Background: an optimization exercise with open tools, aiming at small area, a short achievable clock period and few clock cycles per item. Do not read the settings as production practice. Function was checked by simulation only, so behaviour that the tests miss may differ from the original. Power is estimated from default activity; no workload was simulated.

==> flow/design.v (excerpt) <==
module tcp_rx (
    input  wire        clk,
    input  wire        rst,
    input  wire        start,
    output wire        ready,
    input  wire        raw,
    input  wire [31:0] src_addr,
    input  wire [31:0] dst_addr,
    input  wire [15:0] len,
    input  wire        in_valid,
    output wire        in_ready,
    input  wire [31:0] in_data,
    output reg         done,
    output reg  [1:0]  result,
    output reg  [15:0] csum,
    output reg  [2:0]  seg_class,
    output reg  [15:0] payload_len,
    output reg  [15:0] sport,
    output reg  [15:0] dport,
    output reg  [31:0] seq_num,
    output reg  [31:0] ack_num,
    output reg  [3:0]  doff,
    output reg  [5:0]  flags,
    output reg  [15:0] window,
    output reg  [15:0] cksum_field,
    output reg  [15:0] urg_ptr
);
Size in the first run: roughly 860 cells after synthesis, about 250 flip-flops, about 310 I/O pins.
Settings: LEC_CHECK=0, CAP_MARGIN=20, CORE_MARGIN=2, CORE_UTILIZATION=40, PLACE_DENSITY=0.6, SETUP_SLACK_MARGIN=5, SLEW_MARGIN=20; clock period 11.0 ns.
run.sh (not shown) runs the stock make flow with config.mk's settings and CLKGATE_MAP_FILE= SYNTH_SCRIPT=/design/flow/synth_recipe.tcl, a recipe that flattens the netlist after the stock synthesis.
Testbench counts at the start, summed over its fixed seeds: cycles 93,989, items 1,280.
Change:
==> flow/flow/run.sh (new file) <==
#!/bin/bash
# Layout flow: the standard ORFS flow (standard.sh) with these changes:
# - ports buffered by the smallest plain buffer (buf_1) instead of the
#   delay-cell buffer buffer_ports picks by default;
# - timing repair aimed at a setup margin below the clock period, so the
#   resizer works on the paths that set the achieved period; that
#   timing repair only resizes cells, swaps pins and removes buffers
#   (SETUP_MOVE_SEQUENCE), it inserts no buffers;
# - clock tree synthesis without dummy loads, with sink clusters of up to
#   25 registers.
# The make output goes to standard.log; each ORFS step writes its own log
# under orfs/logs/.
set -euo pipefail
bash standard.sh \
  "BUFFER_PORTS_ARGS=-buffer_cell sky130_fd_sc_hd__buf_1" \
  "SETUP_SLACK_MARGIN=7.7" \
  "GPL_TIMING_DRIVEN=0" \
  "SETUP_MOVE_SEQUENCE=unbuffer,sizeup,swap" \
  "CTS_ARGS=-sink_clustering_enable -repair_clock_nets -dont_use_dummy_load -sink_clustering_size 25 -sink_clustering_max_diameter 150" \
  finish > standard.log 2>&1
==> flow/standard.sh (new file) <==
#!/bin/bash
# synth_recipe.tcl (not shown) runs the flow's synth.tcl, then flattens the netlist and writes it again
# the make line also repeats each setting of config.mk as NAME=value (left out here)
make -C /OpenROAD-flow-scripts/flow DESIGN_CONFIG=/design/flow/config.mk WORK_HOME=/design/flow/orfs CLKGATE_MAP_FILE= SYNTH_SCRIPT=/design/flow/synth_recipe.tcl "${@:-finish}"
- SETUP_SLACK_MARGIN: 5 -> unset
removed: flow/run.sh
Result:
- non-clock buffer count grows by 29
- synthesized cell count does not change
- synthesized area does not change
- wire length shrinks by 0.45%
- count of clock-buffer cells in the layout shrinks by 20
- critical path depth grows by 10
- flip-flop and latch count does not change
Change:
--- a/flow/flow/run.sh
+++ b/flow/flow/run.sh
@@ -15,6 +15,5 @@
   "BUFFER_PORTS_ARGS=-buffer_cell sky130_fd_sc_hd__buf_1" \
   "SETUP_SLACK_MARGIN=7.7" \
-  "GPL_TIMING_DRIVEN=0" \
   "SETUP_MOVE_SEQUENCE=unbuffer,sizeup,swap" \
-  "CTS_ARGS=-sink_clustering_enable -repair_clock_nets -dont_use_dummy_load -sink_clustering_size 25 -sink_clustering_max_diameter 150" \
+  "CTS_ARGS=-sink_clustering_enable -repair_clock_nets -dont_use_dummy_load -sink_clustering_size 20 -sink_clustering_max_diameter 80" \
   finish > standard.log 2>&1
- The new run produced a clean layout
- final area drops by 0.43%
- wire length drops by 5.2%
- cell count drops by 1.7%
- first-iteration DRC count drops by 28%
Change:
==> flow/flow/run.sh (replaced) <==
#!/bin/bash
# Layout flow: the standard ORFS flow (standard.sh) with these changes:
# - ports buffered by the smallest plain buffer (buf_1) instead of the
#   delay-cell buffer buffer_ports picks by default;
# - timing repair aimed at a setup margin below the clock period, so the
#   resizer works on the paths that set the achieved period;
# - clock tree synthesis without dummy loads.
# The make output goes to standard.log; each ORFS step writes its own log
# under orfs/logs/.
set -euo pipefail
bash standard.sh \
  "BUFFER_PORTS_ARGS=-buffer_cell sky130_fd_sc_hd__buf_1" \
  "SETUP_SLACK_MARGIN=7.7" \
  "CTS_ARGS=-sink_clustering_enable -repair_clock_nets -dont_use_dummy_load -sink_clustering_size 25 -sink_clustering_max_diameter 150" \
  finish > standard.log 2>&1
- CORE_UTILIZATION: 40 -> 55
- PLACE_DENSITY: 0.6 -> 0.7
Clock power decreases by 11%.
Worst setup slack degrades by 22 ps.
Synthesized cell count stays the same.
Total power decreases by 2.6%.
Final area increases by 0.62%.
Via count increases by 6.2%.
Change:
==> flow/flow/run.sh (replaced) <==
#!/bin/bash
# Layout flow: the standard ORFS flow (standard.sh) with these changes:
# - ports buffered by the smallest plain buffer (buf_1) instead of the
#   delay-cell buffer buffer_ports picks by default;
# - timing repair aimed at a setup margin below the clock period, so the
#   resizer works on the paths that set the achieved period; that
#   timing repair only resizes cells, swaps pins and removes buffers
#   (SETUP_MOVE_SEQUENCE), it inserts no buffers;
# - clock tree synthesis without dummy loads, with sink clusters of up to
#   25 registers.
# The make output goes to standard.log; each ORFS step writes its own log
# under orfs/logs/.
set -euo pipefail
bash standard.sh \
  "BUFFER_PORTS_ARGS=-buffer_cell sky130_fd_sc_hd__buf_1" \
  "SETUP_SLACK_MARGIN=7.7" \
  "SETUP_MOVE_SEQUENCE=unbuffer,sizeup,swap" \
  "CTS_ARGS=-sink_clustering_enable -repair_clock_nets -dont_use_dummy_load -sink_clustering_size 25 -sink_clustering_max_diameter 150" \
  finish > standard.log 2>&1
- CORE_UTILIZATION: 55 -> 40
- PLACE_DENSITY: 0.7 -> 0.6
The changed run ran to the end with no violations.
Synthesized area does not change.
Clock-buffer cell count stays the same.
Cell area fell by 1.3%.
Change:
==> flow/flow/run.sh (replaced) <==
#!/bin/bash
# Layout flow: the standard ORFS flow (standard.sh) with these changes:
# - ports buffered by the smallest plain buffer (buf_1) instead of the
#   delay-cell buffer buffer_ports picks by default;
# - timing repair aimed at a setup margin below the clock period, so the
#   resizer works on the paths that set the achieved period;
# - clock tree synthesis without dummy loads.
# The make output goes to standard.log; each ORFS step writes its own log
# under orfs/logs/.
set -euo pipefail
bash standard.sh \
  "BUFFER_PORTS_ARGS=-buffer_cell sky130_fd_sc_hd__buf_1" \
  "SETUP_SLACK_MARGIN=7.8" \
  "CTS_ARGS=-sink_clustering_enable -repair_clock_nets -dont_use_dummy_load -sink_clustering_size 25 -sink_clustering_max_diameter 150" \
  finish > standard.log 2>&1
The changed run went through all stages and came out clean.
Worst setup slack loses 59 ps.
Sequential share of layout area is lower by 3.1 points.
Wire length rises by 9.3%.
Sequential power is about the same.
Cell count rose by 3.8%.
Synthesized cell count does not change.
Sequential cell count does not change.
Via count climbs by 5.5%.
Count of clock-buffer cells in the layout does not change.

separate check: timing with driven ports:
In the flow no input, the clock included, has a driving cell. The finished layouts below were timed again as built, in two steps.
Step 1, drivers: a clkbuf_16 drives clk and a buf_2 each remaining input, both assumed.
Step 2 also shifts input and output timing later by t, the mid clock arrival at the registers, as if the neighbouring blocks saw the same clock.
Three values: no drivers, after step 1, after step 2; two values: the first two.
| run | shift t [ns] | setup slack, ns | slew at the worst register clock pin (ns) | cell pins on the clock port's net |
|---|---|---|---|---|
| the first run | 0.578 | 6.151 / 6.099 / 6.631 | 0.06 / 0.06 | 1 |
| the second run | 0.514 | 7.547 / 7.547 / 7.198 | 0.11 / 0.11 | 1 |
| the third run | 0.532 | 7.613 / 7.563 / 7.157 | 0.09 / 0.09 | 1 |
| the fourth run | 0.512 | 7.591 / 7.591 / 7.200 | 0.10 / 0.10 | 1 |
| the fifth run | 0.510 | 7.639 / 7.586 / 7.190 | 0.10 / 0.10 | 1 |
| the sixth run | 0.529 | 7.579 / 7.579 / 7.207 | 0.11 / 0.11 | 1 |
After both steps setup and hold are still met in every run listed. For the third run, which loses most, drivers alone change the setup slack by -0.050 ns; drivers and shift together by -0.456 ns.
